This design comes from an exercise in tuning for small area on the open sky130 flow, not from production work.
At most, simulation tests tie the RTL to the original design; equivalence was not proved.
Only the layout flow was run in run 2; the RTL was not checked for function there.
Power and IR drop assume default switching activity.

## flow/design.v

```verilog
module ixj_matcher (
    input        clk,
    input        rst,
    input  [4:0] ph,
    input        clr,          
    input        fin1,         
    input        p2,           
    input        nn,           
    input        step,
    input        rise,
    input        fall,
    input        clr_pre,
    input        clr_post,
    input        dur_we,       
    input        ctl_we,       
    input        ctl_en,
    input        ctl_oneshot,
    input        rd,           
    input  [2:0] seg,
    input        wbit,         
    output       o_wnom,
    output       o_delta,
    output       o_dur,
    output [2:0] state_o,
    output       en_o,
    output       oneshot_o,
    output reg   done,
    output       arm         
);
    reg [2:0] state;
    reg       en;
    reg       oneshot;
    reg       arm_we;
    reg       clr_pend;
    assign state_o   = state;
    assign en_o      = en;
    assign oneshot_o = oneshot;
    wire       ph0 = (ph == 5'd0);
    wire       hi  = ph[4];
    wire [2:0] s     = clr_pre ? 3'd0 : state;
    wire [2:0] t     = state - 3'd1;
    wire [2:0] sel_b = rd ? seg : t;
    wire [2:0] sel_a = p2 ? t : (rd ? seg : s);
    reg  [31:0] wn [0:5];
    reg  [31:0] dd [0:5];
    wire [5:0] wn0, dd0, dd16, dd17;
    genvar k;
    generate
        for (k = 0; k < 6; k = k + 1) begin : g_tap
            assign wn0[k]  = wn[k][0];
            assign dd0[k]  = dd[k][0];
            assign dd16[k] = dd[k][16];
            assign dd17[k] = dd[k][17];
        end
    endgenerate
    function sel6;
        input [5:0] v;
        input [2:0] i;
        begin
            sel6 = i[2] ? (i[0] ? v[5] : v[4]) : v[i[1:0]];
        end
    endfunction
    wire w_b = sel6(wn0, sel_b);     
    wire d_b = sel6(dd16, sel_b);    
    wire u_a = sel6(dd0, sel_a);     
    wire e_a = sel6(dd17, sel_a);    
    assign o_wnom  = w_b;
    assign o_delta = d_b;
    assign o_dur   = u_a;
    wire dx  = d_b & ~hi;
    wire ux  = u_a & ~hi;
    reg  c1, c2, c3, c4, c5;
    wire xa   = p2 ? ux : ~w_b;
    wire c1_i = ph0 ? ~p2 : c1;
    wire u    = nn ^ xa ^ c1_i;
    wire c2_i = ph0 ? 1'b0 : c2;
    wire lo   = u ^ dx ^ c2_i;
    wire nu   = ~u;
    wire c3_i = ph0 ? 1'b1 : c3;
    wire hs   = dx ^ nu ^ c3_i;
    wire nz_i = (ph0 ? 1'b0 : c4) | ux;
    reg  [2:0] r;
    wire       e   = e_a & (ph[3:0] != 4'd15);
    reg  [2:0] rw;
    always @(*) begin
        case (ph[1:0])
            2'd0: rw = 3'd1;
            2'd1: rw = 3'd2;
            2'd2: rw = 3'd4;
            default: rw = 3'd3;
        endcase
    end
    wire [3:0] rs  = {1'b0, r} + (e ? {1'b0, rw} : 4'd0);
    wire [2:0] rm  = (rs >= 4'd5) ? (rs[2:0] - 3'd5) : rs[2:0];
    wire rb   = (ph[3:2] == 2'd0) && (ph[1:0] != 2'd3) && r[ph[1:0]];
    wire nq   = e ^ rb ^ c2;
    wire q    = nq ^ c5 ^ c3;
    wire wsum = u;
    always @(posedge clk) begin
        c1 <= (nn & xa) | (nn & c1_i) | (xa & c1_i);
        if (p2) begin
            c2 <= hi & ((~e & (rb | c2)) | (rb & c2));
            c3 <= hi & ((q & c5) | (q & c3) | (c5 & c3));
            c4 <= hi & q;
            c5 <= hi & c4;
        end else begin
            c2 <= (u & dx) | (u & c2_i) | (dx & c2_i);
            c3 <= (dx & nu) | (dx & c3_i) | (nu & c3_i);
            c4 <= nz_i;
            c5 <= 1'b0;
        end
        if (!p2) r <= ph0 ? 3'd0 : (hi ? rm : r);
    end
    wire in_win = !lo && !hs;
    reg  [2:0] nstate;
    reg        nen;
    reg        arm_n;
    reg        armq;
    reg        chk;
    always @(*) begin
        nstate = s;
        nen    = en;
        done   = 1'b0;
        arm_n  = 1'b0;
        armq   = 1'b0;
        chk    = ((s == 3'd1 || s == 3'd3 || s == 3'd5) && fall) ||
                 ((s == 3'd2 || s == 3'd4 || s == 3'd6) && rise);
        if (step && en) begin
            if (s == 3'd0 && rise) begin
                armq = 1'b1;
            end else if (chk) begin
                if (!in_win) begin
                    nstate = 3'd0;
                end else if (s == 3'd6) begin
                    nstate = 3'd0;
                    done   = 1'b1;
                end else begin
                    armq = 1'b1;
                end
            end
            if (armq) begin
                if (!nz_i) begin
                    nstate = 3'd0;
                    done   = 1'b1;
                end else begin
                    nstate = s + 3'd1;
                    arm_n  = 1'b1;
                end
            end
            if (done && oneshot) nen = 1'b0;
        end
    end
    wire last = (ph == 5'd31);
    assign arm = arm_n;
    always @(posedge clk) begin
        if (rst) begin
            state    <= 3'd0;
            en       <= 1'b0;
            oneshot  <= 1'b0;
            arm_we   <= 1'b0;
            clr_pend <= 1'b0;
        end else if (fin1) begin
            if (ctl_we) begin
                en      <= ctl_en;
                oneshot <= ctl_oneshot;
                state   <= 3'd0;
            end else begin
                state <= (clr_post && !arm_n) ? 3'd0 : nstate;
                en    <= nen;
            end
            arm_we   <= arm_n;
            clr_pend <= clr_post && arm_n;
        end else if (p2 && last) begin
            arm_we   <= 1'b0;
            clr_pend <= 1'b0;
            if (clr_pend) state <= 3'd0;
        end
    end
    wire arm2 = p2 && arm_we;
    generate
        for (k = 0; k < 6; k = k + 1) begin : g_seg
            wire hit   = (state == k + 1);
            wire wn_we = clr || (arm2 && hit);
            wire dd_we = clr || (dur_we && seg == k && !hi) || (arm2 && hit && hi);
            wire dd_d  = !clr && (p2 ? q : wbit);
            wire wn_d  = !clr && wsum;
            always @(posedge clk) begin
                wn[k] <= {wn_we ? wn_d : wn[k][0], wn[k][31:1]};
                dd[k] <= {dd_we ? dd_d : dd[k][0], dd[k][31:1]};
            end
        end
    endgenerate
endmodule
module ixj_line (
    input             clk,
    input             rst,           
    input             cmd_valid,
    input      [31:0] cmd_word,
    output            cmd_ready,
    output reg        done,
    output     [31:0] rsp,
    output reg [1:0]  mode_wr_n,
    output reg [1:0]  mode_wr_a,
    output reg [1:0]  mode_wr_b,
    output            ringer,
    output            irq
);
    localparam [5:0] OP_NOP     = 6'h00, OP_TICK   = 6'h01, OP_LOCK    = 6'h02,
                     OP_UNLOCK  = 6'h03, OP_EVTRD  = 6'h04, OP_STATRD  = 6'h05,
                     OP_NOWRD   = 6'h06, OP_CADDUR = 6'h08, OP_CADCTL  = 6'h09,
                     OP_CADRD   = 6'h0A, OP_WINRD  = 6'h0B, OP_RSTART  = 6'h0C,
                     OP_RSTOP   = 6'h0D, OP_DAAHOOK= 6'h10, OP_DAACFG  = 6'h11,
                     OP_DAARD   = 6'h12;
    reg  [4:0] ph;
    reg        clr;         
    reg        run;         
    reg        p2;          
    wire       ph0  = (ph == 5'd0);
    wire       last = (ph == 5'd31);
    wire       hi   = ph[4];
    wire       idle = !clr && !p2;
    wire       p1   = run || (ph0 && cmd_valid && idle);
    wire       fin1 = run && last;
    assign cmd_ready = fin1;
    reg        lock;
    reg [7:0]  evt;
    reg [2:0]  err;
    reg [3:0]  fprev;
    reg        ring_act;
    reg [3:0]  slot;
    reg        ringer_r;
    reg [1:0]  mode;
    reg [2:0]  sh_isr;
    reg [1:0]  sh_sts;
    reg        wink_arm;
    reg        cid_pend;
    reg        sd_flag;     
    reg        rts_flag;    
    reg        cws;         
    assign ringer = ringer_r;
    assign irq    = (evt != 8'd0);
    reg [31:0] now_l;       
    reg [31:0] sd_l;        
    reg [31:0] rts_l;       
    reg [31:0] wts_l;       
    reg [31:0] cid_l;       
    reg [31:0] rsp_l;       
    reg [31:0] cfa_l;       
    reg [31:0] cfb_l;       
    assign rsp = rsp_l;
    wire [31:0] w       = cmd_word;
    wire [5:0]  op      = w[31:26];
    wire [2:0]  f_idx   = w[25:23];
    wire [2:0]  f_seg   = w[22:20];
    wire [1:0]  f_which = w[19:18];
    wire [2:0]  f_sel   = w[25:23];
    wire idx_bad = (f_idx > 3'd4);
    wire seg_bad = (f_seg > 3'd5);
    reg [2:0] code;
    always @(*) begin
        code = 3'd0;
        case (op)
            OP_NOP, OP_LOCK, OP_UNLOCK, OP_EVTRD, OP_STATRD, OP_NOWRD, OP_RSTOP:
                if (w[25:0] != 26'd0) code = 3'd2;
            OP_TICK:
                if (w[25:10] != 16'd0) code = 3'd2;
            OP_CADDUR:
                if (w[19:16] != 4'd0 || idx_bad || seg_bad) code = 3'd2;
            OP_CADRD:
                if (w[19:0] != 20'd0 || idx_bad || seg_bad) code = 3'd2;
            OP_WINRD:
                if (w[17:0] != 18'd0 || idx_bad || seg_bad || f_which == 2'd3) code = 3'd2;
            OP_CADCTL:
                if (w[22:2] != 21'd0 || idx_bad) code = 3'd2;
            OP_RSTART:
                if (w[25:16] != 10'd0) code = 3'd2;
            OP_DAAHOOK:
                if (w[25:1] != 25'd0) code = 3'd2;
            OP_DAACFG:
                if (w[22:16] != 7'd0 || f_sel == 3'd0 || f_sel > 3'd3) code = 3'd2;
            OP_DAARD:
                if (w[22:0] != 23'd0 || f_sel == 3'd7) code = 3'd2;
            default:
                code = 3'd1;
        endcase
    end
    wire ok       = p1 && (code == 3'd0);
    wire is_tick  = (op == OP_TICK);
    wire tick_ok  = ok && is_tick;
    wire tick_run = tick_ok && !lock;
    wire [3:0] t_filt  = w[3:0];
    wire       t_rdet  = w[4];
    wire       t_vddok = w[5];
    wire       t_ringi = w[6];
    wire       t_cidi  = w[7];
    wire       t_cadi  = w[8];
    wire       t_cwsup = w[9];
    wire wbit = w[ph[3:0]];      
    reg  cn;
    wire now0 = now_l[0];
    wire cn_i = ph0 ? tick_ok : cn;
    wire nn   = now0 ^ cn_i;
    wire filt_run   = tick_run && !ring_act;
    wire daa_run    = tick_run;
    wire sleep_ring = daa_run && (mode == 2'd0) && t_ringi;
    wire m4_step    = daa_run && ((mode == 2'd1) || sleep_ring);
    reg  m4_clr_post;
    wire rd_rise = t_rdet & ~sh_sts[0];
    wire rd_fall = ~t_rdet & sh_sts[0];
    wire v_fall  = ~t_vddok & sh_sts[1];
    wire v_rise  = t_vddok & ~sh_sts[1];
    wire [4:0] m_step = {m4_step, {4{filt_run}}};
    wire [4:0] m_rise = {rd_rise, t_filt & ~fprev};
    wire [4:0] m_fall = {rd_fall, ~t_filt & fprev};
    wire [4:0] m_pre  = {sleep_ring, 4'd0};
    wire [4:0] m_post = {m4_clr_post, 4'd0};
    wire [4:0] m_arm;
    wire [4:0] m_done, m_wnom, m_delta, m_dur, m_en, m_oneshot;
    wire [2:0] m_state [0:4];
    wire       rd_m = !is_tick;
    genvar gi;
    generate
        for (gi = 0; gi < 5; gi = gi + 1) begin : g_m
            ixj_matcher u_m (
                .clk        (clk),
                .rst        (rst),
                .ph         (ph),
                .clr        (clr),
                .fin1       (fin1),
                .p2         (p2),
                .nn         (nn),
                .step       (m_step[gi]),
                .rise       (m_rise[gi]),
                .fall       (m_fall[gi]),
                .clr_pre    (m_pre[gi]),
                .clr_post   (m_post[gi]),
                .dur_we     (ok && op == OP_CADDUR && f_idx == gi),
                .ctl_we     (ok && op == OP_CADCTL && f_idx == gi),
                .ctl_en     (w[0]),
                .ctl_oneshot(w[1]),
                .rd         (rd_m),
                .seg        (f_seg),
                .wbit       (wbit),
                .o_wnom     (m_wnom[gi]),
                .o_delta    (m_delta[gi]),
                .o_dur      (m_dur[gi]),
                .state_o    (m_state[gi]),
                .en_o       (m_en[gi]),
                .oneshot_o  (m_oneshot[gi]),
                .done       (m_done[gi]),
                .arm        (m_arm[gi])
            );
        end
    endgenerate
    reg  cs;
    wire cs_i  = ph0 ? 1'b1 : cs;
    wire nsd   = ~sd_l[0];
    wire sd_df = nn ^ nsd ^ cs_i;
    reg  cc1, cc2;
    wire cc1_i = ph0 ? 1'b0 : cc1;
    wire cc2_i = ph0 ? 1'b1 : cc2;
    wire csx   = cfb_l[0] & ~hi;
    wire k50   = (ph == 5'd1) || (ph == 5'd4) || (ph == 5'd5);
    wire kadd  = (p2 || op == OP_RSTART) ? k50 : csx;
    wire cadd  = nn ^ kadd ^ cc1_i;
    wire s50   = cadd;
    wire cidn  = t_cidi ? cadd : cid_l[0];
    wire ncid  = ~cidn;
    wire cid_df = nn ^ ncid ^ cc2_i;
    reg  ct1, ct2;
    wire ct1_i = ph0 ? (!is_tick && f_which == 2'd0) : ct1;
    wire ct2_i = ph0 ? 1'b1 : ct2;
    wire conv  = (mode == 2'd2);
    wire tbase = conv ? (v_fall ? nn : wts_l[0])
                      : ((sleep_ring || rd_rise || rd_fall) ? nn : rts_l[0]);
    wire tcfg  = (conv ? cfa_l[16] : cfa_l[0]) & ~hi;
    wire wr_sub = (f_which == 2'd0);
    wire wn_s   = m_wnom[f_idx];
    wire dl_s   = m_delta[f_idx] & ~hi;
    wire dl_x   = wr_sub ? ~dl_s : ((f_which == 2'd2) ? dl_s : 1'b0);
    wire ta    = is_tick ? tbase : wn_s;
    wire tb    = is_tick ? tcfg : dl_x;
    wire tsum  = ta ^ tb ^ ct1_i;
    wire wsum  = tsum;
    wire ntsum = ~tsum;
    wire t_df  = nn ^ ntsum ^ ct2_i;
    always @(posedge clk) begin
        cn  <= now0 & cn_i;
        cs  <= (nn & nsd) | (nn & cs_i) | (nsd & cs_i);
        cc1 <= (nn & kadd) | (nn & cc1_i) | (kadd & cc1_i);
        cc2 <= (nn & ncid) | (nn & cc2_i) | (ncid & cc2_i);
        ct1 <= (ta & tb) | (ta & ct1_i) | (tb & ct1_i);
        ct2 <= (nn & ntsum) | (nn & ct2_i) | (ntsum & ct2_i);
    end
    wire need2 = tick_run && ((m_arm != 5'd0) || ring_act || rts_we);
    wire slot_reached = !sd_df;      
    wire cid_reached  = !cid_df;
    wire tmr_reached  = !t_df;
    reg  [1:0]  mode_n;
    reg  [1:0]  wr_n, wr_a, wr_b;
    reg         wink_arm_n;
    reg         cid_pend_n;
    reg  [7:4]  daa_evt;
    reg         rts_we;
    always @(*) begin
        mode_n      = mode;
        wr_n        = 2'd0;
        wr_a        = 2'd0;
        wr_b        = 2'd0;
        wink_arm_n  = wink_arm;
        cid_pend_n  = cid_pend;
        daa_evt     = 4'd0;
        m4_clr_post = 1'b0;
        rts_we      = 1'b0;
        if (daa_run) begin
            if (t_cidi) cid_pend_n = 1'b1;
            if (cid_pend_n && cid_reached) begin
                cid_pend_n = 1'b0;
                daa_evt[5] = 1'b1;
            end
            if (t_cadi) daa_evt[7] = 1'b1;
            if (sleep_ring) begin
                mode_n = 2'd1;
                wr_n   = 2'd1;
                wr_a   = 2'd1;
                rts_we = 1'b1;
            end
            if (mode_n == 2'd1) begin
                if (rd_rise || rd_fall) rts_we = 1'b1;
                if (m_done[4]) begin
                    daa_evt[4] = 1'b1;
                    rts_we     = 1'b1;
                end else if (tmr_reached) begin
                    mode_n      = 2'd0;
                    m4_clr_post = 1'b1;
                    if (wr_n == 2'd0) begin
                        wr_n = 2'd1;
                        wr_a = 2'd0;
                    end else begin
                        wr_n = 2'd2;
                        wr_b = 2'd0;
                    end
                end
            end else if (mode_n == 2'd2) begin
                if (v_fall) wink_arm_n = 1'b1;
                if (v_rise) wink_arm_n = 1'b0;
                if (wink_arm_n && tmr_reached) begin
                    daa_evt[6] = 1'b1;
                    mode_n     = 2'd0;
                    wink_arm_n = 1'b0;
                    wr_n       = 2'd1;
                    wr_a       = 2'd0;
                end
            end
        end else if (ok && op == OP_DAAHOOK) begin
            if (w[0]) begin
                if (mode != 2'd2) begin
                    if (mode == 2'd1) m4_clr_post = 1'b1;
                    mode_n = 2'd2;
                    wr_n   = 2'd1;
                    wr_a   = 2'd2;
                end
            end else if (mode == 2'd2) begin
                wink_arm_n = 1'b0;
                mode_n     = 2'd0;
                wr_n       = 2'd1;
                wr_a       = 2'd0;
            end
        end
    end
    wire [13:0] stat  = {err, 1'b1, irq, lock, slot, ringer_r, ring_act, mode};
    wire [8:0]  dstat = {cid_pend, wink_arm, sh_sts, sh_isr, mode};
    wire        prev_s = (f_idx == 3'd4) ? sh_sts[0] : fprev[f_idx[1:0]];
    wire [5:0]  cadhi = {prev_s, m_oneshot[f_idx], m_en[f_idx], m_state[f_idx]};
    wire        lo16  = ~hi;
    reg rd_we, rbit;
    always @(*) begin
        rd_we = 1'b1;
        rbit  = 1'b0;
        case (op)
            OP_LOCK:   rbit = ph0 & lock;
            OP_EVTRD:  rbit = (ph[4:3] == 2'd0) & evt[ph[2:0]];
            OP_STATRD: rbit = (ph < 5'd14) & stat[ph[3:0]];
            OP_NOWRD:  rbit = now0;
            OP_CADRD:  rbit = hi ? ((ph[3:0] < 4'd6) & cadhi[ph[2:0]]) : m_dur[f_idx];
            OP_WINRD:  rbit = wsum;
            OP_DAARD:
                case (f_sel)
                    3'd0: rbit = (ph < 5'd9) & dstat[ph[3:0]];
                    3'd1: rbit = lo16 & cfa_l[16];
                    3'd2: rbit = lo16 & cfa_l[0];
                    3'd3: rbit = lo16 & cfb_l[0];
                    3'd4: rbit = rts_l[0];
                    3'd5: rbit = wts_l[0];
                    default: rbit = cid_l[0];
                endcase
            default:   rd_we = 1'b0;
        endcase
        rd_we = rd_we && ok;
    end
    wire now_d = clr ? (ph >= 5'd12) : nn;
    wire sd_we = (ok && op == OP_RSTART) || (p2 && sd_flag);
    wire sd_d  = sd_we ? s50 : sd_l[0];
    wire rts_d = (p2 && rts_flag) ? nn : rts_l[0];
    wire wts_d = (daa_run && conv && v_fall) ? nn : wts_l[0];
    wire cid_d = (daa_run && t_cidi) ? cadd : cid_l[0];
    wire rsp_d = rd_we ? rbit : rsp_l[0];
    wire cfa_we = ok && op == OP_DAACFG && (hi ? (f_sel == 3'd1) : (f_sel == 3'd2));
    wire cfb_we = ok && ((op == OP_DAACFG && !hi && f_sel == 3'd3) || (op == OP_RSTART && hi));
    wire [31:0] CFA0 = {16'd20, 16'd500};
    wire [31:0] CFB0 = {16'd0, 16'd50};
    wire cfa_d = clr ? CFA0[ph] : (cfa_we ? wbit : cfa_l[0]);
    wire cfb_d = clr ? CFB0[ph] : (cfb_we ? wbit : cfb_l[0]);
    always @(posedge clk) begin
        now_l <= {now_d, now_l[31:1]};
        sd_l  <= {!clr && sd_d,  sd_l[31:1]};
        rts_l <= {!clr && rts_d, rts_l[31:1]};
        wts_l <= {!clr && wts_d, wts_l[31:1]};
        cid_l <= {!clr && cid_d, cid_l[31:1]};
        rsp_l <= {!clr && rsp_d, rsp_l[31:1]};
        cfa_l <= {cfa_d, cfa_l[31:1]};
        cfb_l <= {cfb_d, cfb_l[31:1]};
    end
    always @(posedge clk) begin
        if (rst) begin
            ph        <= 5'd0;
            clr       <= 1'b1;
            run       <= 1'b0;
            p2        <= 1'b0;
            done      <= 1'b0;
            lock      <= 1'b0;
            evt       <= 8'd0;
            err       <= 3'd0;
            fprev     <= 4'd0;
            ring_act  <= 1'b0;
            slot      <= 4'd15;
            ringer_r  <= 1'b0;
            mode      <= 2'd0;
            sh_isr    <= 3'd0;
            sh_sts    <= 2'd0;
            wink_arm  <= 1'b0;
            cid_pend  <= 1'b0;
            sd_flag   <= 1'b0;
            rts_flag  <= 1'b0;
            cws       <= 1'b0;
            mode_wr_n <= 2'd0;
            mode_wr_a <= 2'd0;
            mode_wr_b <= 2'd0;
        end else begin
            ph   <= ph + 5'd1;
            if (last) clr <= 1'b0;
            run  <= p1 && !last;
            done <= (fin1 && !need2) || (p2 && last);
            if (p2 && last) p2 <= 1'b0;
            if (p2 && ring_act && hi && ph[3:0] == slot)
                ringer_r <= cfb_l[0] & ~cws;
            if (fin1) begin
                p2        <= need2;
                sd_flag   <= 1'b0;
                rts_flag  <= rts_we;
                cws       <= t_cwsup;
                mode_wr_n <= wr_n;
                mode_wr_a <= wr_a;
                mode_wr_b <= wr_b;
                if (code != 3'd0) err <= code;
                mode     <= mode_n;
                wink_arm <= wink_arm_n;
                cid_pend <= cid_pend_n;
                if (ok) begin
                    case (op)
                        OP_TICK: begin
                            if (!lock) begin
                                if (ring_act) begin
                                    if (slot_reached) begin
                                        slot    <= slot - 4'd1;
                                        sd_flag <= 1'b1;
                                    end
                                end else begin
                                    fprev <= t_filt;
                                end
                                evt    <= evt | {daa_evt, m_done[3:0]};
                                sh_isr <= {t_cadi, t_cidi, t_ringi};
                                sh_sts <= {t_vddok, t_rdet};
                            end
                        end
                        OP_LOCK:    lock <= 1'b1;
                        OP_UNLOCK:  lock <= 1'b0;
                        OP_EVTRD:   evt  <= 8'd0;
                        OP_STATRD:  err  <= 3'd0;
                        OP_RSTART: begin
                            ring_act <= 1'b1;
                            slot     <= 4'd15;
                            ringer_r <= 1'b0;
                        end
                        OP_RSTOP: begin
                            ring_act <= 1'b0;
                            ringer_r <= 1'b0;
                            slot     <= 4'd15;
                        end
                        default: ;
                    endcase
                end
            end
        end
    end
endmodule
```

## flow/run.sh

```bash
#!/bin/bash
# synth_recipe.tcl (not shown) runs the flow's synth.tcl, then flattens the netlist and writes it again
# the make line also repeats each setting of config.mk as NAME=value (left out here)
make -C /OpenROAD-flow-scripts/flow DESIGN_CONFIG=/design/flow/config.mk WORK_HOME=/design/flow/orfs CLKGATE_MAP_FILE= SYNTH_SCRIPT=/design/flow/synth_recipe.tcl finish
```

## flow/config.mk

```make
export PLATFORM = sky130hd
export DESIGN_NAME = ixj_line
export DESIGN_NICKNAME = ixj_line
export VERILOG_FILES = /design/flow/design.v
export SDC_FILE = /design/flow/constraint.sdc
export NUM_CORES = 8
export LEC_CHECK = 0
export CAP_MARGIN = 10
export CORE_MARGIN = 2
export CORE_UTILIZATION = 60
export CTS_CLUSTER_DIAMETER = 100
export CTS_CLUSTER_SIZE = 30
export PLACE_DENSITY = 0.7
export SLEW_MARGIN = 10
```

## flow/constraint.sdc

```tcl
create_clock -name core_clock -period 30.0 [get_ports {clk}]
set_input_delay 6.0000 -clock core_clock [delete_from_list [all_inputs] [get_ports {clk}]]
set_output_delay 6.0000 -clock core_clock [all_outputs]
set_load 0.01 [all_outputs]
```

==> results by group, run 1 <==
Outcome
  – Status: finished clean

GRT
  – First-pass GRT wire length: 156 mm
  – GRT overflow: 0
  – Largest net degree at the start of global routing: 74
  – Initial antenna violation count: 15
  – Vias in the first global route: 25.9k
  – GRT Total Usage: 21.4%

Timing
  – RSZ-0062 raised after global routing: false
  – Max_slew headroom: 9.15%
  – Final period util: 42.7%
  – Final hold slack: 0.311 ns
  – Setup TNS: 0 ns
  – Slew @ Worst Pin: 1.35 ns
  – Clock period minus worst slack: 12.82 ns
  – Final Hold Viols: 0
  – Clk_skew: 0.0265 ns
  – Peak Freq: 78.0 MHz
  – Setup violators final: 0
  – Final max-slew violation count: 0

Clock tree
  – Post-CTS setup buffers: 0
  – Number of cells upsized or downsized after cts: 0
  – CTS max path bufs: 3
  – Inserted Clock Buffers: 90
  – Clk root buf: clkbuf_16
  – Post-CTS Hold Buffers: 0
  – Worst-Skew Late Latency: 0.71 ns
  – Clock transition at path regs: 0.10 ns
  – CTS H-tree lvls: 3
  – CTS tree: yes
  – Num Clock Sinks: 2,300

Power and ir drop
  – Pwr per Cell Area: 77.3 mW/mm^2
  – Combinational share of power: 3.8%
  – Sw frac: 21.0%
  – VDD IR-drop max: 0.0000726 V
  – P_sw: 0.992 mW
  – Clock network power share: 30.8%
  – Leak: 24.1 nW
  – Seq pwr share: 65.4%
  – Int Power: 3.74 mW
  – Tot Pwr: 4.73 mW

Synthesis
  – Synth warn: 4
  – Synth Register Bits: 2,300
  – Synth cell types: 91
  – EDFF count, synth: 15
  – Synth Flop Type: dfxtp_1
  – Post-synth top area share: 81.0%
  – Top post-synthesis cells by area: dfxtp_1, ha_1, a21oi_1, mux2i_1, nor2_1
  – Post-synthesis sequential area ratio: 81.8%
  – Yosys top cell by area: dfxtp_1
  – Async set-or-reset flop fraction in the synthesized netlist: 0%
  – Avg Cell Area, Syn: 14.7 um^2
  – Cell Area, Synth: 0.0564 mm^2
  – Synth Instances: 3,827

Cells and area
  – Area growth syn-to-layout: 8.41%
  – Final net count: 4,065
  – Layout cells sized above 1: 6.49%
  – Final Util: 65.6%
  – Fin cells: 5,202

Drt
  – Vias/cell: 5.10
  – Starting DRT DRC Count: 2,129
  – WL final: 104 mm
  – Remaining DRCs: 0
  – Router iterations before antenna repair: 5
  – DR vias: 26.5k
  – Wire per inst: 19.9 um
  – Remaining antenna violation count: 0

Floorplan
  – Starting Density: 60.5%
  – Die W: 311 um
  – Die ar.: 0.0965 mm^2
  – Core area: 0.0933 mm^2
  – Rows: 112
  – Ports: 77
  – Die Y-Extent: 311 um

Setup path
  – Critical Path RT: 30.57 ns
  – WP depth: 22
  – Top delay family on crit path: compound AO/OA/AOI/OAI gates
  – Critical path cell sequence: clkdlybuf4s50_1 -> or4b_1 -> o21ai_1 -> mux2i_1 -> o21bai_1 -> mux2i_1 -> mux2_2 -> nand2_1 -> o211a_4 -> mux2i_1 -> fa_1 -> inv_1 -> fa_1 -> nor3b_1 -> o21ai_0 -> o31ai_1 -> and4_1 -> nand3_1 -> nor3_1 -> a211oi_1 -> a2bb2oi_1 -> o31ai_1
  – Setup CP Type: in2reg
  – CP Launch Type: primary input
  – CP endpoint kind: register
  – CP Data Arrival Time: 13.39 ns
  – Slowest stage delay, CP: 0.93 ns
  – Worst path most repeated cell: mux2i_1
  – Slowest CP cell: o21ai_1
  – R2R depth: 22
  – Max Fanout on Critical Path: 17
  – CP bufs+invs: 2

Hold path
  – Hold Path Depth: 0
  – Worst hold path type: reg2reg

Placement
  – DP HPWL: 68.1 mm
  – Inst Count DP: 5,087
  – Port Buffers: 74
  – Global placement routability congestion: 0.963

Flow run
  – Max Cap Viol: 0
==> cell usage after synthesis, types with 12 or more instances <==
cell type	count
edfxtp_1	15
fa_1	30
a21o_1	16
a311oi_1	13
buf_2	12
nor2_1	190
mux2_2	47
and3_1	29
nand2_1	189
buf_1	13
nor4_1	13
dfxtp_1	2285
a211oi_1	12
inv_1	76
o22ai_1	20
nand3_1	62
xnor2_1	15
o21ai_0	91
a31oi_1	30
nor2b_1	22
nor3_1	41
mux2i_1	77
nand2b_1	19
xor2_1	13
ha_1	75
clkbuf_1	66
mux4_2	31
a21oi_1	156
==> routing by layer <==
layer | part of all wire [%] | up-vias | GRT usage [%]
li1 | - | 12800 | -
met1 | 47 | 12700 | 30.9
met2 | 43 | 865 | 32.4
met3 | 6.0 | 246 | 3.63
met4 | 4.2 | 4 | 8.74
met5 | 0.022 | - | 0
==> flip-flops by register name (all words and copies together), names as in the netlist, 5 cells and up <==
name / count
g_m.u_m.c2: 5
g_m.u_m.oneshot: 5
cid_l: 32
cfb_l: 32
now_l: 32
ph: 5
rsp_l: 32
g_m.u_m.arm_we: 5
evt: 8
cfa_l: 32
g_m.u_m.c5: 5
g_m.u_m.c3: 5
g_m.u_m.r: 15
g_m.u_m.state: 15
g_m.u_m.en: 5
g_m.u_m.dd: 960
wts_l: 32
rts_l: 32
sd_l: 32
g_m.u_m.c1: 5
g_m.u_m.wn: 960
g_m.u_m.c4: 5
==> worst register-to-register path, cell delays in order (launching register included) <==
cell	delay (ns)
dfxtp_1	0.33
buf_4	0.28
inv_1	0.39
ha_1	0.30
nor4b_4	0.24
a31oi_1	0.19
nor4_2	0.52
nand2_1	0.34
a31oi_1	0.42
mux2_2	0.41
o211a_4	0.28
mux2i_1	0.19
fa_1	0.61
fa_1	0.66
nor3b_1	0.08
o21ai_0	0.16
o31ai_1	0.14
and4_1	0.23
nand3_1	0.19
nor3_1	0.07
a211oi_1	0.57
a2bb2oi_1	0.23
o31ai_1	0.09
==> kinds of logic after synthesis <==
family | share of synthesized area, %
AO/OA/AOI/OAI | 4.86
adder cells (fa/ha/maj) | 2.74
XOR/XNOR | 0.434
flip-flops | 81.8
AND/OR/NAND/NOR | 5.30
other | 0.00664
buffers and inverters | 1.22
multiplexers | 3.59
==> worst paths after layout <==
| kind | start | end | slack [ns] |
|---|---|---|---|
| worst max-delay path | cmd_word[27] | g_m[4].u_m.state[0]$_SDFFE_PP0P_ | 17.18 |
| worst min-delay path | g_m[1].u_m.wn[1][25]$_DFF_P_ | g_m[1].u_m.wn[1][24]$_DFF_P_ | 0.31 |
| worst max register to register | ph[0]$_SDFF_PP0_ | g_m[4].u_m.state[0]$_SDFFE_PP0P_ | 22.97 |
| worst min register to register | g_m[1].u_m.wn[1][25]$_DFF_P_ | g_m[1].u_m.wn[1][24]$_DFF_P_ | 0.31 |
==> power groups by stage <==
| stage | sequential [mW] | combinational (mW) | clock [mW] |
|---|---|---|---|
| 2_1_floorplan | 3.16 | 0.125 | 0 |
| 3_3_place_gp | 3.16 | 0.171 | 0 |
| 3_5_place_dp | 3.16 | 0.175 | 0 |
| 4_1_cts | 3.09 | 0.176 | 1.50 |
| 5_1_grt | 3.10 | 0.196 | 1.60 |
| 6_report | 3.09 | 0.178 | 1.46 |
==> metrics by stage <==
step                      setup slack [ns]  instance area (um^2)
after global placement               16.78                 58600
after global routing                 16.80                 61200
after CTS                            17.39                 61200
after detailed placement             16.65                 58600
final                                17.18                 61200
after floorplan                      18.52                 56400
==> cell usage in the layout, fill, tap and decap left out, types with 15 or more instances in the layout <==
| master | instances |
|---|---|
| mux2i_1 | 77 |
| buf_4 | 27 |
| nand3_1 | 62 |
| and3_1 | 29 |
| inv_1 | 76 |
| o21ai_0 | 91 |
| nor2b_1 | 22 |
| dfxtp_1 | 2283 |
| nor2_1 | 190 |
| ha_1 | 75 |
| fa_1 | 30 |
| o22ai_1 | 20 |
| nand2_1 | 189 |
| nor3_1 | 41 |
| mux4_2 | 31 |
| edfxtp_1 | 15 |
| xnor2_1 | 15 |
| a31oi_1 | 30 |
| a21oi_1 | 156 |
| a21o_1 | 16 |
| clkbuf_16 | 92 |
| clkdlybuf4s50_1 | 73 |
| nand2b_1 | 19 |
| mux2_2 | 47 |
==> layout make-up <==
class                   instances  area (um^2)
multi-input cells            1355         9560
repair buffers                101          938
well taps                    1254         1570
diodes                          4         10.0
inverters                      77          289
flip-flops and latches       2300        46200
clock buffers                  97         2340
fillers                      6585        32100
clock inverters                14          284
==> run 2, diff against run 1 <==
--- a/flow/design.v
+++ b/flow/design.v
@@ -200,8 +200,8 @@
     output reg        done,
     output     [31:0] rsp,
     output reg [1:0]  mode_wr_n,
-    output reg [1:0]  mode_wr_a,
-    output reg [1:0]  mode_wr_b,
+    output     [1:0]  mode_wr_a,
+    output     [1:0]  mode_wr_b,
     output            ringer,
     output            irq
 );
@@ -236,8 +236,9 @@
     reg        cid_pend;
     reg        sd_flag;     
     reg        rts_flag;    
-    reg        cws;         
     assign ringer = ringer_r;
+    assign mode_wr_a = mode_wr_n[1] ? 2'd1 : mode;
+    assign mode_wr_b = 2'd0;
     assign irq    = (evt != 8'd0);
     reg [31:0] now_l;       
     reg [31:0] sd_l;        
@@ -542,10 +543,7 @@
             cid_pend  <= 1'b0;
             sd_flag   <= 1'b0;
             rts_flag  <= 1'b0;
-            cws       <= 1'b0;
             mode_wr_n <= 2'd0;
-            mode_wr_a <= 2'd0;
-            mode_wr_b <= 2'd0;
         end else begin
             ph   <= ph + 5'd1;
             if (last) clr <= 1'b0;
@@ -553,15 +551,12 @@
             done <= (fin1 && !need2) || (p2 && last);
             if (p2 && last) p2 <= 1'b0;
             if (p2 && ring_act && hi && ph[3:0] == slot)
-                ringer_r <= cfb_l[0] & ~cws;
+                ringer_r <= cfb_l[0] & ringer_r;
             if (fin1) begin
                 p2        <= need2;
                 sd_flag   <= 1'b0;
                 rts_flag  <= rts_we;
-                cws       <= t_cwsup;
                 mode_wr_n <= wr_n;
-                mode_wr_a <= wr_a;
-                mode_wr_b <= wr_b;
                 if (code != 3'd0) err <= code;
                 mode     <= mode_n;
                 wink_arm <= wink_arm_n;
@@ -571,6 +566,7 @@
                         OP_TICK: begin
                             if (!lock) begin
                                 if (ring_act) begin
+                                    ringer_r <= ~t_cwsup;
                                     if (slot_reached) begin
                                         slot    <= slot - 4'd1;
                                         sd_flag <= 1'b1;
--- a/flow/config.mk
+++ b/flow/config.mk
@@ -8,7 +8,7 @@
 export CAP_MARGIN = 10
 export CORE_MARGIN = 2
 export CORE_UTILIZATION = 60
-export CTS_CLUSTER_DIAMETER = 100
-export CTS_CLUSTER_SIZE = 30
+export CTS_CLUSTER_DIAMETER = 60
+export CTS_CLUSTER_SIZE = 40
 export PLACE_DENSITY = 0.7
 export SLEW_MARGIN = 10
==> results by group, run 2 <==
Clock tree
  – CTS H-tree lvls: 3 (unchanged)
  – Clk root buf: clkbuf_16
  – Number of cells upsized or downsized after cts: 0 (unchanged)
  – CTS tree: yes
  – Worst-Skew Late Latency: 0.74 ns (+0.03 ns)
  – Post-CTS Hold Buffers: 0 (unchanged)
  – Clock transition at path regs: 0.13 ns (+0.03 ns)
  – Inserted Clock Buffers: 108 (+20%)
  – CTS max path bufs: 3 (unchanged)
  – Post-CTS setup buffers: 0 (unchanged)
  – Num Clock Sinks: 2,297 (-0.13%)

Synthesis
  – Post-synth top area share: 80.7% (-0.35 points)
  – Simple-Gate Fraction of Synth Area: 5.54% (+0.24 points)
  – Cell Area, Synth: 0.0566 mm^2 (+0.30%)
  – Synth Instances: 3,880 (+1.4%)
  – Multiplexer share of the synthesized area: 3.02% (-0.57 points)
  – Leading cell types by count after synthesis: dfxtp_1, nand2_1, nor2_1
  – Yosys top cell by area: dfxtp_1
  – Largest family of logic cells by synthesized area: simple AND/OR/NAND/NOR gates
  – Synth Flop Type: dfxtp_1
  – Adder-cell share of the synthesized area: 2.70% (-0.048 points)
  – Synth warn: 4 (unchanged)
  – Compound-cell area share of the yosys netlist: 5.46% (+0.60 points)
  – Top post-synthesis cells by area: dfxtp_1, ha_1, a21oi_1, nand2_1, mux2i_1
  – EDFF count, synth: 15 (unchanged)
  – Synth cell types: 104 (+14%)
  – Xor/xnor share of the synthesized area: 0.449% (+0.014 points)
  – Async set-or-reset flop fraction in the synthesized netlist: 0% (unchanged)
  – Avg Cell Area, Syn: 14.6 um^2 (-1.1%)
  – Post-synthesis sequential area ratio: 81.5% (-0.35 points)
  – Top-count cell post-synth: dfxtp_1
  – Synth Register Bits: 2,297 (-0.13%)

Timing
  – Clk_skew: 0.0558 ns (+0.0292 ns)
  – Clock period minus worst slack: 12.88 ns (+0.0613 ns)
  – Setup TNS: 0 ns (unchanged)
  – Final period util: 42.9% (+0.20 points)
  – Setup violators final: 0 (unchanged)
  – Final Hold Viols: 0 (unchanged)
  – Max_slew headroom: 23.3% (+14 points)
  – RSZ-0062 raised after global routing: false
  – Peak Freq: 77.6 MHz (-0.48%)
  – Final max-slew violation count: 0 (unchanged)
  – Slew @ Worst Pin: 1.14 ns (-0.212 ns)

Setup path
  – Setup CP Type: in2reg
  – Max Fanout on Critical Path: 18 (+1)
  – Critical Path RT: 30.62 ns (+0.05 ns)
  – CP endpoint kind: register
  – CP Launch Type: primary input
  – CP Data Arrival Time: 13.51 ns (+0.12 ns)

GRT
  – Initial antenna violation count: 17 (+2)
  – First-pass GRT wire length: 164 mm (+4.9%)
  – GRT overflow: 0 (unchanged)
  – Largest net degree at the start of global routing: 69 (-6.8%)
  – Vias in the first global route: 26.7k (+2.9%)
  – GRT Total Usage: 22.6% (+1.2 points)

Placement
  – DP HPWL: 73.3 mm (+7.6%)
  – Inst Count DP: 5,138 (+1.0%)
  – Port Buffers: 74 (unchanged)
  – Global placement routability congestion: 0.978 (+1.6%)

Flow run
  – Max Cap Viol: 0 (unchanged)

Floorplan
  – Die ar.: 0.0968 mm^2 (+0.30%)
  – Ports: 77 (unchanged)
  – Die Y-Extent: 311 um (+0.15%)
  – Die W: 311 um (+0.15%)
  – Starting Density: 60.6% (+0.090 points)
  – Rows: 112 (unchanged)
  – Core area: 0.0935 mm^2 (+0.15%)

Drt
  – Vias/cell: 5.08 (-0.54%)
  – Remaining DRCs: 0 (unchanged)
  – Remaining antenna violation count: 0 (unchanged)
  – DR vias: 27.2k (+2.3%)
  – WL final: 110 mm (+5.8%)
  – Wire per inst: 20.5 um (+2.9%)
  – Router iterations before antenna repair: 6 (+1)
  – Starting DRT DRC Count: 2,077 (-2.4%)

Hold path
  – Worst hold path type: reg2reg

Cells and area
  – Most common cell after layout, fill and taps aside: dfxtp_1
  – Layout cells sized above 1: 8.47% (+2.0 points)
  – Fin cells: 5,351 (+2.9%)
  – Most frequent cells in the layout: dfxtp_1, nand2_1, nor2_1, a21oi_1, clkbuf_16
  – Final net count: 4,133 (+1.7%)
  – Area growth syn-to-layout: 11.4%
  – Top Registers: g_m.u_m.dd (960), g_m.u_m.wn (960)

Power and ir drop
  – Pwr per Cell Area: 81.9 mW/mm^2 (+5.9%)
  – Leak: 24.9 nW (+3.4%)
  – VDD IR-drop max: 0.0000744 V (+2.5%)

Outcome
  – Status: finished clean
run 2: final cells by class:
type	count	area, um^2
Fill cell	6384	30400
Clock inverter	83	1470
Clock buffer	119	2840
Antenna cell	11	27.5
Sequential cell	2297	46100
Multi-Input combinational cell	1396	9730
Tap cell	1254	1570
Inverter	89	334
Timing Repair Buffer	102	946
run 2: metal layers:
| layer | GRT usage [%] | up-vias | routed length, um |
|---|---|---|---|
| met5 | 0 | - | 0 |
| met4 | 9.68 | 0 | 4670 |
| met3 | 3.68 | 236 | 5630 |
| met2 | 35.6 | 764 | 49400 |
| met1 | 31.2 | 13000 | 49900 |
| li1 | - | 13100 | - |
run 2: path summary, 6_finish.rpt:
path	endpoint	start	slack [ns]	depth (start not counted)
worst max register to register	mode_wr_n[0]$_SDFFE_PP0P_	ph[0]$_SDFF_PP0_	22.45	23
worst min register to register	g_m[3].u_m.wn[1][29]$_DFF_P_	g_m[3].u_m.wn[1][30]$_DFF_P_	0.29	0
worst min-delay path	g_m[3].u_m.wn[1][29]$_DFF_P_	g_m[3].u_m.wn[1][30]$_DFF_P_	0.29	0
worst max-delay path	mode_wr_n[0]$_SDFFE_PP0P_	cmd_word[27]	17.12	20
run 2: power breakdown:
part / total [mW] / switching (mW) / internal (mW)
Clock: 1.87 / 1.08 / 0.795
Combinational: 0.195 / 0.120 / 0.0752
Sequential: 3.09 / 0.0136 / 3.08
Total: 5.16 / 1.21 / 3.95
run 2: critical path: stages:
cell and delay [ns]:
clkdlybuf4s50_1 0.75, or4b_4 0.86, nor2_2 0.76, a21oi_1 0.29, o21ai_0 0.35, nand3_1 0.14
a311oi_2 0.58, or3_1 0.21, o21ai_0 0.13, fa_1 0.76, inv_1 0.11, fa_1 0.53
nor3b_1 0.29, o21ai_0 0.13, o31a_1 0.16, or2_2 0.29, nor4_1 0.25, nor3b_2 0.37
mux2_4 0.34, a211oi_2 0.19
run 2: cells by family (layout without fill, tap and decap cells):
kind of cell	count (synthesis)	after routing
adder cells (fa/ha/maj)	104	104
buffers and inverters	188	393
XOR/XNOR	29	29
other	1	13
flip-flops	2297	2297
multiplexers	138	138
AO/OA/AOI/OAI	473	473
AND/OR/NAND/NOR	650	650
run 2: per-stage QoR:
stage	setup slack (ns)	power, mW	cell area [um^2]	hold slack [ns]	util, %
2_1_floorplan	18.54	3.29	56600	0.310	-
3_3_place_gp	16.58	3.35	58700	0.310	62.8
3_5_place_dp	16.56	3.36	58700	0.312	62.8
4_1_cts	17.27	5.21	63000	0.294	67.4
5_1_grt	16.54	5.33	63000	0.287	67.4
6_report	17.12	5.16	63100	0.290	67.5
==> run 3, diff against run 2 <==
--- a/flow/design.v
+++ b/flow/design.v
@@ -25,7 +25,10 @@
     output       en_o,
     output       oneshot_o,
     output reg   done,
-    output       arm         
+    output       arm,        
+    input  [5:0] sp_we,
+    input  [5:0] sp_d,
+    output [191:0] dd_o
 );
     reg [2:0] state;
     reg       en;
@@ -51,6 +54,7 @@
             assign dd0[k]  = dd[k][0];
             assign dd16[k] = dd[k][16];
             assign dd17[k] = dd[k][17];
+            assign dd_o[32*k +: 32] = dd[k];
         end
     endgenerate
     function sel6;
@@ -67,7 +71,7 @@
     assign o_wnom  = w_b;
     assign o_delta = d_b;
     assign o_dur   = u_a;
-    wire dx  = d_b & ~hi;
+    wire dx  = d_b & (ph < 5'd13);       
     wire ux  = u_a & ~hi;
     reg  c1, c2, c3, c4, c5;
     wire xa   = p2 ? ux : ~w_b;
@@ -177,12 +181,14 @@
         end
     end
     wire arm2 = p2 && arm_we;
+    wire sp   = (ph[4:2] == 3'b111) && (ph[1:0] != 2'b00);    
     generate
         for (k = 0; k < 6; k = k + 1) begin : g_seg
             wire hit   = (state == k + 1);
             wire wn_we = clr || (arm2 && hit);
-            wire dd_we = clr || (dur_we && seg == k && !hi) || (arm2 && hit && hi);
-            wire dd_d  = !clr && (p2 ? q : wbit);
+            wire dd_we = clr || (dur_we && seg == k && !hi) || (arm2 && hit && hi && !sp) ||
+                         (sp && sp_we[k]);
+            wire dd_d  = sp ? sp_d[k] : (!clr && (p2 ? q : wbit));
             wire wn_d  = !clr && wsum;
             always @(posedge clk) begin
                 wn[k] <= {wn_we ? wn_d : wn[k][0], wn[k][31:1]};
@@ -224,13 +230,11 @@
     assign cmd_ready = fin1;
     reg        lock;
     reg [7:0]  evt;
-    reg [2:0]  err;
     reg [3:0]  fprev;
     reg        ring_act;
     reg [3:0]  slot;
     reg        ringer_r;
     reg [1:0]  mode;
-    reg [2:0]  sh_isr;
     reg [1:0]  sh_sts;
     reg        wink_arm;
     reg        cid_pend;
@@ -246,8 +250,6 @@
     reg [31:0] wts_l;       
     reg [31:0] cid_l;       
     reg [31:0] rsp_l;       
-    reg [31:0] cfa_l;       
-    reg [31:0] cfb_l;       
     assign rsp = rsp_l;
     wire [31:0] w       = cmd_word;
     wire [5:0]  op      = w[31:26];
@@ -319,6 +321,9 @@
     wire [4:0] m_done, m_wnom, m_delta, m_dur, m_en, m_oneshot;
     wire [2:0] m_state [0:4];
     wire       rd_m = !is_tick;
+    wire [191:0] m_dd [0:4];
+    wire [5:0]   m_spwe [0:4];
+    wire [5:0]   m_spd  [0:4];
     genvar gi;
     generate
         for (gi = 0; gi < 5; gi = gi + 1) begin : g_m
@@ -349,10 +354,64 @@
                 .en_o       (m_en[gi]),
                 .oneshot_o  (m_oneshot[gi]),
                 .done       (m_done[gi]),
-                .arm        (m_arm[gi])
+                .arm        (m_arm[gi]),
+                .sp_we      (m_spwe[gi]),
+                .sp_d       (m_spd[gi]),
+                .dd_o       (m_dd[gi])
             );
         end
     endgenerate
+    wire [1:0] spj = ph[1:0] - 2'd1;            
+    wire [17:0] w18 = w[17:0];
+    reg  [5:0] wk;                               
+    integer kk;
+    always @(*) begin
+        for (kk = 0; kk < 6; kk = kk + 1)
+            wk[kk] = w18[3*kk + spj];
+    end
+    localparam [17:0] RINGTO0 = 18'd500, WINKTIME0 = 18'd20, CIDSETTLE0 = 18'd50;
+    reg  [5:0] r_ringto, r_wink, r_cids;         
+    always @(*) begin
+        for (kk = 0; kk < 6; kk = kk + 1) begin
+            r_ringto[kk] = RINGTO0[3*kk + spj];
+            r_wink[kk]   = WINKTIME0[3*kk + spj];
+            r_cids[kk]   = CIDSETTLE0[3*kk + spj];
+        end
+    end
+    wire [2:0] isr_n = {t_cadi, t_cidi, t_ringi};
+    wire err_we = p1 && ((code != 3'd0) || (ok && op == OP_STATRD));
+    assign m_spwe[0] = {6{clr || (ok && op == OP_DAACFG && f_sel == 3'd2)}};
+    assign m_spwe[1] = {6{clr || (ok && op == OP_DAACFG && f_sel == 3'd1)}};
+    assign m_spwe[2] = {6{clr || (ok && op == OP_DAACFG && f_sel == 3'd3)}};
+    assign m_spwe[3] = {6{clr || (ok && op == OP_RSTART)}};
+    assign m_spwe[4] = {4'b1111, clr || tick_run, clr || err_we};
+    assign m_spd[0]  = clr ? r_ringto : wk;
+    assign m_spd[1]  = clr ? r_wink   : wk;
+    assign m_spd[2]  = clr ? r_cids   : wk;
+    assign m_spd[3]  = clr ? 6'd0     : wk;
+    assign m_spd[4]  = clr ? 6'd0     : {4'd0, isr_n[spj], code[spj]};
+    wire [5:0] th;
+    assign th[0] = (ph < 5'd3);
+    assign th[1] = (ph >= 5'd3)  && (ph < 5'd6);
+    assign th[2] = (ph >= 5'd6)  && (ph < 5'd9);
+    assign th[3] = (ph >= 5'd9)  && (ph < 5'd12);
+    assign th[4] = (ph >= 5'd12) && (ph < 5'd15);
+    assign th[5] = (ph == 5'd15);
+    function fld;
+        input [191:0] d;
+        input [5:0]   t;
+        begin
+            fld = (t[0] & d[29]) | (t[1] & d[32+26]) | (t[2] & d[64+23]) |
+                  (t[3] & d[96+20]) | (t[4] & d[128+17]) | (t[5] & d[160+14]);
+        end
+    endfunction
+    wire f_ringto = fld(m_dd[0], th);
+    wire f_wink   = fld(m_dd[1], th);
+    wire f_cids   = fld(m_dd[2], th);
+    wire f_bmap   = fld(m_dd[3], th);
+    wire [191:0] dd4 = m_dd[4];
+    wire f_err    = dd4[18];         
+    wire f_isr    = dd4[32+27];      
     reg  cs;
     wire cs_i  = ph0 ? 1'b1 : cs;
     wire nsd   = ~sd_l[0];
@@ -360,7 +419,7 @@
     reg  cc1, cc2;
     wire cc1_i = ph0 ? 1'b0 : cc1;
     wire cc2_i = ph0 ? 1'b1 : cc2;
-    wire csx   = cfb_l[0] & ~hi;
+    wire csx   = f_cids;
     wire k50   = (ph == 5'd1) || (ph == 5'd4) || (ph == 5'd5);
     wire kadd  = (p2 || op == OP_RSTART) ? k50 : csx;
     wire cadd  = nn ^ kadd ^ cc1_i;
@@ -374,10 +433,10 @@
     wire conv  = (mode == 2'd2);
     wire tbase = conv ? (v_fall ? nn : wts_l[0])
                       : ((sleep_ring || rd_rise || rd_fall) ? nn : rts_l[0]);
-    wire tcfg  = (conv ? cfa_l[16] : cfa_l[0]) & ~hi;
+    wire tcfg  = conv ? f_wink : f_ringto;
     wire wr_sub = (f_which == 2'd0);
     wire wn_s   = m_wnom[f_idx];
-    wire dl_s   = m_delta[f_idx] & ~hi;
+    wire dl_s   = m_delta[f_idx] & (ph < 5'd13);
     wire dl_x   = wr_sub ? ~dl_s : ((f_which == 2'd2) ? dl_s : 1'b0);
     wire ta    = is_tick ? tbase : wn_s;
     wire tb    = is_tick ? tcfg : dl_x;
@@ -469,11 +528,10 @@
             end
         end
     end
-    wire [13:0] stat  = {err, 1'b1, irq, lock, slot, ringer_r, ring_act, mode};
-    wire [8:0]  dstat = {cid_pend, wink_arm, sh_sts, sh_isr, mode};
+    wire [13:0] stat  = {f_err, f_err, f_err, 1'b1, irq, lock, slot, ringer_r, ring_act, mode};
+    wire [8:0]  dstat = {cid_pend, wink_arm, sh_sts, f_isr, f_isr, f_isr, mode};
     wire        prev_s = (f_idx == 3'd4) ? sh_sts[0] : fprev[f_idx[1:0]];
     wire [5:0]  cadhi = {prev_s, m_oneshot[f_idx], m_en[f_idx], m_state[f_idx]};
-    wire        lo16  = ~hi;
     reg rd_we, rbit;
     always @(*) begin
         rd_we = 1'b1;
@@ -488,9 +546,9 @@
             OP_DAARD:
                 case (f_sel)
                     3'd0: rbit = (ph < 5'd9) & dstat[ph[3:0]];
-                    3'd1: rbit = lo16 & cfa_l[16];
-                    3'd2: rbit = lo16 & cfa_l[0];
-                    3'd3: rbit = lo16 & cfb_l[0];
+                    3'd1: rbit = f_wink;
+                    3'd2: rbit = f_ringto;
+                    3'd3: rbit = f_cids;
                     3'd4: rbit = rts_l[0];
                     3'd5: rbit = wts_l[0];
                     default: rbit = cid_l[0];
@@ -506,12 +564,6 @@
     wire wts_d = (daa_run && conv && v_fall) ? nn : wts_l[0];
     wire cid_d = (daa_run && t_cidi) ? cadd : cid_l[0];
     wire rsp_d = rd_we ? rbit : rsp_l[0];
-    wire cfa_we = ok && op == OP_DAACFG && (hi ? (f_sel == 3'd1) : (f_sel == 3'd2));
-    wire cfb_we = ok && ((op == OP_DAACFG && !hi && f_sel == 3'd3) || (op == OP_RSTART && hi));
-    wire [31:0] CFA0 = {16'd20, 16'd500};
-    wire [31:0] CFB0 = {16'd0, 16'd50};
-    wire cfa_d = clr ? CFA0[ph] : (cfa_we ? wbit : cfa_l[0]);
-    wire cfb_d = clr ? CFB0[ph] : (cfb_we ? wbit : cfb_l[0]);
     always @(posedge clk) begin
         now_l <= {now_d, now_l[31:1]};
         sd_l  <= {!clr && sd_d,  sd_l[31:1]};
@@ -519,8 +571,6 @@
         wts_l <= {!clr && wts_d, wts_l[31:1]};
         cid_l <= {!clr && cid_d, cid_l[31:1]};
         rsp_l <= {!clr && rsp_d, rsp_l[31:1]};
-        cfa_l <= {cfa_d, cfa_l[31:1]};
-        cfb_l <= {cfb_d, cfb_l[31:1]};
     end
     always @(posedge clk) begin
         if (rst) begin
@@ -531,13 +581,11 @@
             done      <= 1'b0;
             lock      <= 1'b0;
             evt       <= 8'd0;
-            err       <= 3'd0;
             fprev     <= 4'd0;
             ring_act  <= 1'b0;
             slot      <= 4'd15;
             ringer_r  <= 1'b0;
             mode      <= 2'd0;
-            sh_isr    <= 3'd0;
             sh_sts    <= 2'd0;
             wink_arm  <= 1'b0;
             cid_pend  <= 1'b0;
@@ -550,14 +598,13 @@
             run  <= p1 && !last;
             done <= (fin1 && !need2) || (p2 && last);
             if (p2 && last) p2 <= 1'b0;
-            if (p2 && ring_act && hi && ph[3:0] == slot)
-                ringer_r <= cfb_l[0] & ringer_r;
+            if (p2 && ring_act && !hi && ph[3:0] == slot)
+                ringer_r <= f_bmap & ringer_r;
             if (fin1) begin
                 p2        <= need2;
                 sd_flag   <= 1'b0;
                 rts_flag  <= rts_we;
                 mode_wr_n <= wr_n;
-                if (code != 3'd0) err <= code;
                 mode     <= mode_n;
                 wink_arm <= wink_arm_n;
                 cid_pend <= cid_pend_n;
@@ -575,14 +622,12 @@
                                     fprev <= t_filt;
                                 end
                                 evt    <= evt | {daa_evt, m_done[3:0]};
-                                sh_isr <= {t_cadi, t_cidi, t_ringi};
                                 sh_sts <= {t_vddok, t_rdet};
                             end
                         end
                         OP_LOCK:    lock <= 1'b1;
                         OP_UNLOCK:  lock <= 1'b0;
                         OP_EVTRD:   evt  <= 8'd0;
-                        OP_STATRD:  err  <= 3'd0;
                         OP_RSTART: begin
                             ring_act <= 1'b1;
                             slot     <= 4'd15;
--- a/flow/config.mk
+++ b/flow/config.mk
@@ -8,7 +8,7 @@
 export CAP_MARGIN = 10
 export CORE_MARGIN = 2
 export CORE_UTILIZATION = 60
-export CTS_CLUSTER_DIAMETER = 60
-export CTS_CLUSTER_SIZE = 40
+export CTS_CLUSTER_DIAMETER = 100
+export CTS_CLUSTER_SIZE = 30
 export PLACE_DENSITY = 0.7
 export SLEW_MARGIN = 10
==> results by group, run 3 <==
Floorplan
  – Die Y-Extent: 309 um (-0.64%)
  – Core area: 0.0919 mm^2 (-1.6%)
  – Starting Density: 60.8% (+0.21 points)
  – Rows: 111 (-0.89%)
  – Die W: 309 um (-0.64%)
  – Die ar.: 0.0956 mm^2 (-1.3%)
  – Ports: 77 (unchanged)

Setup path
  – CP bufs+invs: 4 (+2)
  – Critical path cell sequence: clkdlybuf4s50_1 -> nor4b_4 -> nand2_1 -> a21oi_1 -> nor3_4 -> and2_1 -> nand3_1 -> o31ai_1 -> ha_1 -> buf_4 -> inv_1 -> fa_1 -> inv_1 -> fa_1 -> nor2_1 -> nand2_1 -> nor4b_1 -> or2_2 -> nor2_1 -> a211oi_1 -> nand4b_1 -> o311ai_0
  – R2R depth: 20 (-13%)
  – CP endpoint kind: register
  – Slowest CP cell: fa_1
  – CP Data Arrival Time: 13.92 ns (+0.41 ns)
  – Max Fanout on Critical Path: 18 (unchanged)
  – CP Launch Type: primary input
  – Reg2reg setup slack: 22.63 ns (+0.18 ns)
  – Critical R2R Capture: g_m[4].u_m.state[2]$_SDFFE_PP0P_
  – Slowest stage delay, CP: 0.89 ns (+0.03 ns)
  – Setup CP Type: in2reg
  – CP startpoint: cmd_word[26]
  – Critical Path RT: 30.60 ns (-0.02 ns)
  – Worst r2r src: ph[1]$_SDFF_PP0_
  – Top delay family on crit path: simple AND/OR/NAND/NOR gates

Timing
  – Final Hold Viols: 0 (unchanged)
  – Setup TNS: 0 ns (unchanged)
  – RSZ-0062 raised after global routing: false
  – Clock period minus worst slack: 13.32 ns (+0.439 ns)
  – Slew @ Worst Pin: 1.27 ns (+0.133 ns)
  – Setup violators final: 0 (unchanged)
  – Final period util: 44.4% (+1.5 points)
  – Clk_skew: 0.0424 ns (-0.0134 ns)
  – Peak Freq: 75.1 MHz (-3.3%)
  – Final max-slew violation count: 0 (unchanged)
  – Max_slew headroom: 15.1% (-8.3 points)

Synthesis
  – Top post-synthesis cells by area: dfxtp_1, ha_1, nand2_1, a21oi_1, mux2i_1
  – Top-count cell post-synth: dfxtp_1
  – Synth Register Bits: 2,227 (-3.0%)
  – Synth cell types: 106 (+1.9%)
  – EDFF count, synth: 15 (unchanged)
  – Avg Cell Area, Syn: 14.3 um^2 (-1.8%)
  – Async set-or-reset flop fraction in the synthesized netlist: 0% (unchanged)
  – Post-synth top area share: 79.2% (-1.5 points)
  – Yosys top cell by area: dfxtp_1
  – Cell Area, Synth: 0.0559 mm^2 (-1.3%)
  – Synth warn: 4 (unchanged)
  – Leading cell types by count after synthesis: dfxtp_1, nand2_1, nor2_1
  – Synth Flop Type: dfxtp_1
  – Synth Instances: 3,901 (+0.54%)
  – Post-synthesis sequential area ratio: 80.1% (-1.4 points)

GRT
  – First-pass GRT wire length: 178 mm (+8.7%)
  – Initial antenna violation count: 20 (+3)
  – GRT overflow: 0 (unchanged)
  – Largest net degree at the start of global routing: 56 (-19%)
  – Vias in the first global route: 27.6k (+3.5%)
  – GRT Total Usage: 25.9% (+3.3 points)

Cells and area
  – Area growth syn-to-layout: 8.33%
  – Most common cell after layout, fill and taps aside: dfxtp_1
  – Fin cells: 5,266 (-1.6%)
  – Layout fillers: 6,492 (+1.7%)
  – Most frequent cells in the layout: dfxtp_1, nand2_1, nor2_1, a21oi_1, inv_1
  – Layout cells sized above 1: 6.29% (-2.2 points)
  – Final net count: 4,147 (+0.34%)
  – Top Registers: g_m.u_m.dd (960), g_m.u_m.wn (960)

Clock tree
  – CTS max path bufs: 3 (unchanged)
  – Worst-Skew Late Latency: 0.72 ns (-0.02 ns)
  – Post-CTS setup buffers: 0 (unchanged)
  – Clock transition at path regs: 0.12 ns (about the same)
  – Number of cells upsized or downsized after cts: 0 (unchanged)
  – CTS H-tree lvls: 3 (unchanged)
  – Clk root buf: clkbuf_16
  – Num Clock Sinks: 2,227 (-3.0%)
  – Post-CTS Hold Buffers: 0 (unchanged)
  – Inserted Clock Buffers: 86 (-20%)
  – CTS tree: yes

Drt
  – Vias/cell: 5.37 (+5.8%)
  – Starting DRT DRC Count: 2,510 (+21%)
  – DR vias: 28.3k (+4.1%)
  – Wire per inst: 23.4 um (+14%)
  – WL final: 123 mm (+13%)
  – Remaining antenna violation count: 0 (unchanged)
  – Router iterations before antenna repair: 5 (-1)
  – Remaining DRCs: 0 (unchanged)

Hold path
  – Worst hold path type: reg2reg
  – Hold_sp: sd_l[19]$_DFF_P_
  – Hold Path End: sd_l[18]$_DFF_P_
  – Hold Path Depth: 0 (unchanged)

Placement
  – Global placement routability congestion: 1.01 (+3.2%)
  – Inst Count DP: 5,162 (+0.47%)
  – Port Buffers: 74 (unchanged)
  – DP HPWL: 83.5 mm (+14%)

Flow run
  – Max Cap Viol: 0 (unchanged)

Outcome
  – Status: finished clean

Power and ir drop
  – VDD IR-drop max: 0.0000678 V (-8.9%)
  – Pwr per Cell Area: 75.6 mW/mm^2 (-7.7%)
  – Leak: 23.6 nW (-4.9%)
==> run 3: worst register-to-register path: stages, from the launching register on <==
cell,delay [ns]
dfxtp_2,0.86
inv_1,0.36
ha_1,0.36
nor4b_4,0.19
a41oi_2,0.30
nand4b_1,0.26
clkinv_2,0.26
o41a_2,0.52
a311oi_1,0.74
a21oi_1,0.21
fa_1,0.87
inv_1,0.13
fa_1,0.48
nor2_1,0.14
nand2_1,0.13
nor4b_1,0.48
or2_2,0.22
nor2_1,0.04
a211oi_1,0.48
nand4b_1,0.14
o311ai_0,0.11
==> run 3: logic make-up (layout without fill, tap and decap cells) <==
family | after synthesis | in the layout | synth area share (%)
flip-flops | 2227 | 2227 | 80.1
buffers and inverters | 208 | 326 | 1.48
multiplexers | 126 | 126 | 2.83
adder cells (fa/ha/maj) | 106 | 106 | 2.77
AO/OA/AOI/OAI | 506 | 506 | 6.28
other | 1 | 5 | 0.00671
XOR/XNOR | 28 | 28 | 0.439
AND/OR/NAND/NOR | 699 | 699 | 6.14
==> run 3: cell type report <==
cell class | instances | area, um^2 | area share, %
flip-flops and latches | 2227 | 44700 | 73.9
multi-input cells | 1467 | 10300 | 17.1
clock buffers | 88 | 2160 | 3.57
well taps | 1243 | 1560 | 2.57
repair buffers | 120 | 1080 | 1.79
inverters | 105 | 395 | 0.653
clock inverters | 13 | 251 | 0.415
diodes | 3 | 7.51 | 0.0124
==> run 3: metrics by stage <==
stage          hold WS, ns  worst slack (ns)  cell area (um^2)  power (mW)  utilization (%)
2_1_floorplan        0.310             18.62             55900        3.19                -
3_3_place_gp         0.310             16.21             58100        3.25             63.2
3_5_place_dp         0.312             16.10             58100        3.25             63.2
4_1_cts              0.308             16.84             60500        4.61             65.8
5_1_grt              0.312             16.30             60500        4.73             65.8
6_report             0.306             16.68             60500        4.58             65.8
==> run 3: worst max-delay path by stage <==
stage,cells after the start,end
2_1_floorplan,21,mode_wr_n[0]$_SDFFE_PP0P_
3_3_place_gp,22,g_m[4].u_m.state[2]$_SDFFE_PP0P_
3_5_place_dp,22,g_m[4].u_m.state[2]$_SDFFE_PP0P_
4_1_cts,22,g_m[4].u_m.state[2]$_SDFFE_PP0P_
5_1_grt,22,g_m[4].u_m.state[2]$_SDFFE_PP0P_
6_report,22,g_m[4].u_m.state[2]$_SDFFE_PP0P_
==> run 3: metal layers <==
| metal | part of all wire, % | vias to the layer above | global-route usage (%) |
|---|---|---|---|
| met5 | 0.015 | - | 0 |
| met4 | 4.1 | 2 | 10.3 |
| met3 | 7.1 | 266 | 5.99 |
| met2 | 45 | 1000 | 39.8 |
| met1 | 44 | 13800 | 35.7 |
| li1 | - | 13200 | - |
==> run 3: report_power, final <==
group	switching (mW)	internal, mW	total [mW]
logic	0.127	0.0780	0.205
clock network	0.841	0.544	1.39
registers	0.0108	2.98	2.99
total	0.979	3.60	4.58

==> port drivers added, routing unchanged <==
How much do the figures lean on ideal ports? The routed layouts below were timed once more, with nothing changed but the port constraints. Step 1 sets driving cells, clkbuf_16 on the clock port and buf_2 on the other inputs (assumed; they add their load-dependent delay and slew). Step 2, shift: input delay + t, output delay - t, t = (earliest + latest rising clock arrival at the registers) / 2. This alone moves slack from input paths to output paths. a / b / c = ideal / step 1 / step 2; a / b = the first two.
run	t (ns)	setup WS [ns]	worst register clock-pin slew, ns
run 1	0.767	17.178 / 17.219 / 16.452	0.11 / 0.11
run 2	0.780	17.117 / 17.160 / 16.380	0.13 / 0.13
run 3	0.764	16.678 / 16.724 / 15.960	0.12 / 0.12
After both steps every run listed still meets setup and hold. The setup slack of run 2, which loses most, moves by +0.043 ns with the drivers and by -0.737 ns with both steps.
